What follows belongs to an exercise in optimizing a design on an open flow for small area and a short achievable clock period; a production flow would make more cautious choices. Only simulation tests tie the RTL to the original design; equivalence was not proved. Power figures rest on the tool's default switching activity, not on a simulated workload.

==> flow/design.v <==
module can_crc8 (
    input  wire [55:0] d,     
    output wire [7:0]  crc
);
    localparam [55:0] M0 = 56'hbfcfebb0cba841;
    localparam [55:0] M1 = 56'h7e9fd761975183;
    localparam [55:0] M2 = 56'h43f14473e50b47;
    localparam [55:0] M3 = 56'h86e289e6ca178e;
    localparam [55:0] M4 = 56'h0cc513cd952f1c;
    localparam [55:0] M5 = 56'h188a279a2b5f38;
    localparam [55:0] M6 = 56'h30144f3457be70;
    localparam [55:0] M7 = 56'hdfe775d865d4a0;
    assign crc = {^(d & M7), ^(d & M6), ^(d & M5), ^(d & M4),
                  ^(d & M3), ^(d & M2), ^(d & M1), ^(d & M0)};
endmodule
module can_mutate (
    input  wire        is_pat,       
    input  wire        is_stamp,     
    input  wire        is_inv,       
    input  wire        is_rev,       
    input  wire [63:0] data_in,
    output wire [63:0] data_out
);
    localparam [55:0] PAT     = {8'hFC, 8'hFF, 8'h1F, 8'hFF, 8'hFF, 8'hFF, 8'hFF};
    localparam [7:0]  PAT_CRC = 8'h6B;
    localparam [7:0]  INV_CRC = 8'h0C;       
    wire [55:0] d = data_in[55:0];
    wire [55:0] d_rev;
    genvar i;
    generate
        for (i = 0; i < 7; i = i + 1) begin : g_rev
            assign d_rev[8*i +: 8] = d[8*(6-i) +: 8];
        end
    endgenerate
    wire [7:0] crc_d, crc_rev;
    can_crc8 u_crc_d   (.d(d),     .crc(crc_d));
    can_crc8 u_crc_rev (.d(d_rev), .crc(crc_rev));
    reg [63:0] out;
    always @(*) begin
        out = data_in;
        if (is_pat)   out = {PAT_CRC, PAT};
        if (is_stamp) out = {crc_d, d};
        if (is_inv)   out = {crc_d ^ INV_CRC, ~d};
        if (is_rev)   out = {crc_rev, d_rev};
    end
    assign data_out = out;
endmodule
module can_mutate_class (
    input  wire [28:0] id,
    output wire [4:0]  cls           
);
    localparam [28:0] ID_PAT   = 29'h1DC;
    localparam [28:0] ID_STAMP = 29'h2B0;
    localparam [28:0] ID_INV   = 29'h3A5;
    localparam [28:0] ID_REV   = 29'h0C7;
    localparam [28:0] BL0 = 29'h59E;
    localparam [28:0] BL1 = 29'h13A;
    localparam [28:0] BL2 = 29'h7FF;
    assign cls = {(id == BL0) || (id == BL1) || (id == BL2),
                  id == ID_REV, id == ID_INV, id == ID_STAMP, id == ID_PAT};
endmodule
module can_txq #(
    parameter CAP = 6,
    parameter W   = 97,
    parameter WH  = 33               
) (
    input  wire            clk,
    input  wire            rst,
    input  wire            visit,       
    input  wire            visit_n,     
    input  wire            busy,        
    input  wire            enq_cand,    
    input  wire            enq_en,      
    input  wire            hdr_we,      
    input  wire [WH-1:0]   enq_hdr,     
    input  wire [W-WH-1:0] enq_body,    
    output wire            drop,        
    output reg             send,        
    output wire [W-1:0]    head_frame   
);
    localparam DEPTH = CAP - 1;         
    localparam RING  = DEPTH - 1;       
    localparam WB    = W - WH;
    reg [2:0]      tail, cnt;
    reg [RING-1:0] wp, rp;
    reg            fv;                  
    reg [WH-1:0]   ring_h [0:RING-1];
    reg [WB-1:0]   ring_b [0:RING-1];
    reg [WH-1:0]   front_h;
    reg [WB-1:0]   front_b;
    reg            c0, c1, cf, tf;
    reg            v1;                  
    wire       flush   = visit && !c0 && !busy;
    wire       enq     = enq_cand && enq_en;
    wire       drained = v1 && !busy;
    wire       full_f  = tf && !drained;
    wire       acc     = enq && !full_f;
    wire       load    = !fv && !c0;                  
    wire       ring_we = !cf;                         
    assign drop  = enq_en && (enq_cand && tf) && (!v1 || busy);
    reg [2:0] tail_n, cnt_n;
    always @(*) begin
        tail_n = tail;
        if (drained)  tail_n = acc ? 3'd1 : 3'd0;
        else if (acc) tail_n = tail + 3'd1;
        cnt_n = cnt;
        if (flush && !acc)      cnt_n = cnt - 3'd1;
        else if (acc && !flush) cnt_n = cnt + 3'd1;
    end
    always @(posedge clk) begin
        if (rst) begin
            tail  <= 3'd0;
            cnt   <= 3'd0;
            c0    <= 1'b1;
            c1    <= 1'b0;
            cf    <= 1'b0;
            tf    <= 1'b0;
            v1    <= 1'b0;
            fv    <= 1'b0;
            send  <= 1'b0;
            wp    <= {{(RING-1){1'b0}}, 1'b1};
            rp    <= {{(RING-1){1'b0}}, 1'b1};
        end else begin
            tail  <= tail_n;
            cnt   <= cnt_n;
            c0    <= (cnt_n == 3'd0);
            c1    <= (cnt_n == 3'd1);
            cf    <= (cnt_n == DEPTH);
            tf    <= (tail_n == DEPTH);
            v1    <= visit_n && (cnt_n == 3'd1);
            fv    <= (fv || load) && !flush;
            send  <= flush;
            if (acc)  wp <= {wp[RING-2:0], wp[RING-1]};
            if (load) rp <= {rp[RING-2:0], rp[RING-1]};
        end
    end
    integer k;
    always @(posedge clk) begin
        for (k = 0; k < RING; k = k + 1) begin
            if (wp[k] && ring_we && hdr_we) ring_h[k] <= enq_hdr;
            if (wp[k] && ring_we)           ring_b[k] <= enq_body;
        end
    end
    reg [W-1:0] nf;
    always @(*) begin
        nf = {W{!load}} & {front_h, front_b};
        for (k = 0; k < RING; k = k + 1)
            nf = nf | ({W{rp[k] && load}} & {ring_h[k], ring_b[k]});
    end
    always @(posedge clk) begin
        {front_h, front_b} <= nf;
    end
    assign head_frame = {front_h, front_b};
endmodule
module can_relay (
    input  wire        clk,
    input  wire        rst,           
    input  wire        repeat_en,     
    input  wire        fast_tick,     
    input  wire        rx1_valid,
    input  wire [28:0] rx1_id,
    input  wire [3:0]  rx1_dlc,
    input  wire [63:0] rx1_data,
    output wire        rx1_take,
    input  wire        rx2_valid,
    input  wire [28:0] rx2_id,
    input  wire [3:0]  rx2_dlc,
    input  wire [63:0] rx2_data,
    output wire        rx2_take,
    input  wire        rx3_valid,
    input  wire [28:0] rx3_id,
    input  wire [3:0]  rx3_dlc,
    input  wire [63:0] rx3_data,
    output wire        rx3_take,
    input  wire [7:0]  eflg1,
    input  wire [7:0]  eflg2,
    input  wire [7:0]  eflg3,
    output wire [2:0]  eflg_clr,      
    output wire [2:0]  cause_clr,     
    output reg         fault,         
    input  wire        tx1_busy,
    output wire        tx1_send,
    output wire [28:0] tx1_id,
    output wire [3:0]  tx1_dlc,
    output wire [63:0] tx1_data,
    output wire        drop1,         
    input  wire        tx2_busy,
    output wire        tx2_send,
    output wire [28:0] tx2_id,
    output wire [3:0]  tx2_dlc,
    output wire [63:0] tx2_data,
    output wire        drop2
);
    localparam CAP_L = 6;
    localparam W     = 97;
    reg  [2:0]  proc, fin;
    reg  [2:0]  rr;
    reg  [2:0]  pri;
    reg         idle;         
    reg  [4:0]  ctx_cls;      
    reg  [63:0] ctx_data;
    wire v1 = rx1_valid, v2 = rx2_valid, v3 = rx3_valid;
    assign rx1_take = v1 && idle && (pri[2] || !v3) && (!pri[0] || !v2);
    assign rx2_take = v2 && idle && (pri[0] || !v1) && (!pri[1] || !v3);
    assign rx3_take = v3 && idle && (pri[1] || !v2) && (!pri[2] || !v1);
    wire [2:0] take  = {rx3_take, rx2_take, rx1_take};
    wire       any_v = v1 || v2 || v3;
    always @(posedge clk) begin
        if (rst) begin
            proc <= 3'b000;
            fin  <= 3'b000;
            rr   <= 3'b100;
            pri  <= 3'b100;
            idle <= 1'b1;
        end else begin
            proc <= take;
            fin  <= proc;
            if (idle && any_v) rr <= take;
            pri  <= (|fin || (idle && !any_v)) ? (idle ? pri : rr) : 3'b000;
            idle <= |fin || (idle && !any_v);
        end
    end
    wire [4:0] cls1, cls2;
    can_mutate_class u_cls1 (.id(rx1_id), .cls(cls1));
    can_mutate_class u_cls2 (.id(rx2_id), .cls(cls2));
    wire sel1 = v1 && !(v2 && rr[0]);
    always @(posedge clk) begin
        if (sel1) begin ctx_cls <= cls1; ctx_data <= rx1_data; end
        else    begin ctx_cls <= cls2; ctx_data <= rx2_data; end
    end
    wire [63:0] mut_data;
    can_mutate u_mutate (
        .is_pat(ctx_cls[0]), .is_stamp(ctx_cls[1]), .is_inv(ctx_cls[2]), .is_rev(ctx_cls[3]),
        .data_in(ctx_data), .data_out(mut_data)
    );
    wire blacklisted = ctx_cls[4];
    wire [2:0] ovr     = fin & {|eflg3[7:6], |eflg2[7:6], |eflg1[7:6]};
    wire [2:0] any_err = fin & {|eflg3, |eflg2, |eflg1};
    assign eflg_clr  = ovr;
    assign cause_clr = any_err;
    always @(posedge clk) begin
        if (rst)             fault <= 1'b0;
        else if (|any_err)   fault <= 1'b1;
    end
    reg vis2, vis3;           
    reg fast_pend;
    wire step1 = !vis2 && !vis3 && fast_pend;
    wire step2 = vis2;
    wire step1_n = !step1 && !vis2 && (fast_tick || fast_pend);
    wire step2_n = step1;
    always @(posedge clk) begin
        if (rst) begin
            vis2      <= 1'b0;
            vis3      <= 1'b0;
            fast_pend <= 1'b0;
        end else begin
            fast_pend <= fast_tick || (fast_pend && !step1);
            vis2      <= step1;
            vis3      <= vis2;
        end
    end
    can_txq #(.CAP(CAP_L), .W(W)) u_txq1 (
        .clk(clk), .rst(rst), .visit(step1), .visit_n(step1_n), .busy(tx1_busy),
        .enq_cand(proc[1] && !blacklisted), .enq_en(repeat_en),
        .hdr_we(!proc[1]), .enq_hdr({rx2_id, rx2_dlc}), .enq_body(mut_data),
        .drop(drop1), .send(tx1_send), .head_frame({tx1_id, tx1_dlc, tx1_data})
    );
    can_txq #(.CAP(CAP_L), .W(W)) u_txq2 (
        .clk(clk), .rst(rst), .visit(step2), .visit_n(step2_n), .busy(tx2_busy),
        .enq_cand(proc[0] && !blacklisted), .enq_en(repeat_en),
        .hdr_we(!proc[0]), .enq_hdr({rx1_id, rx1_dlc}), .enq_body(mut_data),
        .drop(drop2), .send(tx2_send), .head_frame({tx2_id, tx2_dlc, tx2_data})
    );
endmodule
Settings: LEC_CHECK=0, CAP_MARGIN=20, CORE_MARGIN=2, CORE_UTILIZATION=40, SETUP_SLACK_MARGIN=2.7, SLEW_MARGIN=20; clock period 5.5 ns.
standard.sh (not shown) runs the stock make flow with config.mk's settings and CLKGATE_MAP_FILE= SYNTH_SCRIPT=/design/flow/synth_recipe.tcl, a recipe that flattens the netlist after the stock synthesis.
==> flow/flow/run.sh <==
#!/bin/bash
# The standard layout (standard.sh: unchanged synthesis and steps) with two
# changes to how cells are chosen:
#  - the port buffers that buffer_ports inserts are plain buf_1 cells
#    instead of its default choice (the resizer upsizes them where timing
#    needs it);
#  - clock tree synthesis builds larger sink clusters and adds no dummy
#    loads (the tree is still balanced by TritonCTS as usual).
set -euo pipefail
export BUFFER_PORTS_ARGS="-buffer_cell sky130_fd_sc_hd__buf_1"
export CTS_ARGS="-sink_clustering_enable -repair_clock_nets -dont_use_dummy_load -sink_clustering_size 30 -sink_clustering_max_diameter 100"
bash standard.sh > standard_flow.log 2>&1
Change:
--- a/flow/flow/run.sh
+++ b/flow/flow/run.sh
@@ -9,4 +9,4 @@
 set -euo pipefail
 export BUFFER_PORTS_ARGS="-buffer_cell sky130_fd_sc_hd__buf_1"
-export CTS_ARGS="-sink_clustering_enable -repair_clock_nets -dont_use_dummy_load -sink_clustering_size 30 -sink_clustering_max_diameter 100"
+export CTS_ARGS="-sink_clustering_enable -repair_clock_nets -dont_use_dummy_load -sink_clustering_size 24 -sink_clustering_max_diameter 80"
 bash standard.sh > standard_flow.log 2>&1
What happened: The new run completed without violations. Setup slack barely changes. Total power grows by a few percent. Final cell count grows slightly. Maximum frequency barely changes. Worst hold slack gets worse by 0.030 ns. Non-clock buffer count grows by 3. Routed wire length grows slightly.

separate check: timing with driven ports:
The flow's constraints put no driver on any port. The routed layouts listed below were extracted and timed again, unchanged, in two steps. Step 1, drivers: a clkbuf_16 drives clk and a buf_2 each remaining input, both assumed. Step 2 adds t to the input delays and takes it off the output delays; t is the mean of the earliest and latest rising clock arrival at the registers after step 1. Input paths then give back, and output paths get back, about the clock's delay inside the block. Three values: ideal, step 1, step 2; two values: the first two.
run	shift t [ns]	setup slack, ns	worst hold slack (ns)	worst data-port slew with drivers (ns)	pins driven straight from the clock port
the first run	0.687	2.660 / 2.635 / 2.201	0.417 / 0.417 / 0.417	0.09	1
the second run	0.712	2.660 / 2.618 / 2.170	0.387 / 0.387 / 0.387	0.10	1
After both steps every run listed still meets setup and hold. For the second run, which loses most, drivers alone change the setup slack by -0.042 ns; drivers and shift together by -0.490 ns.
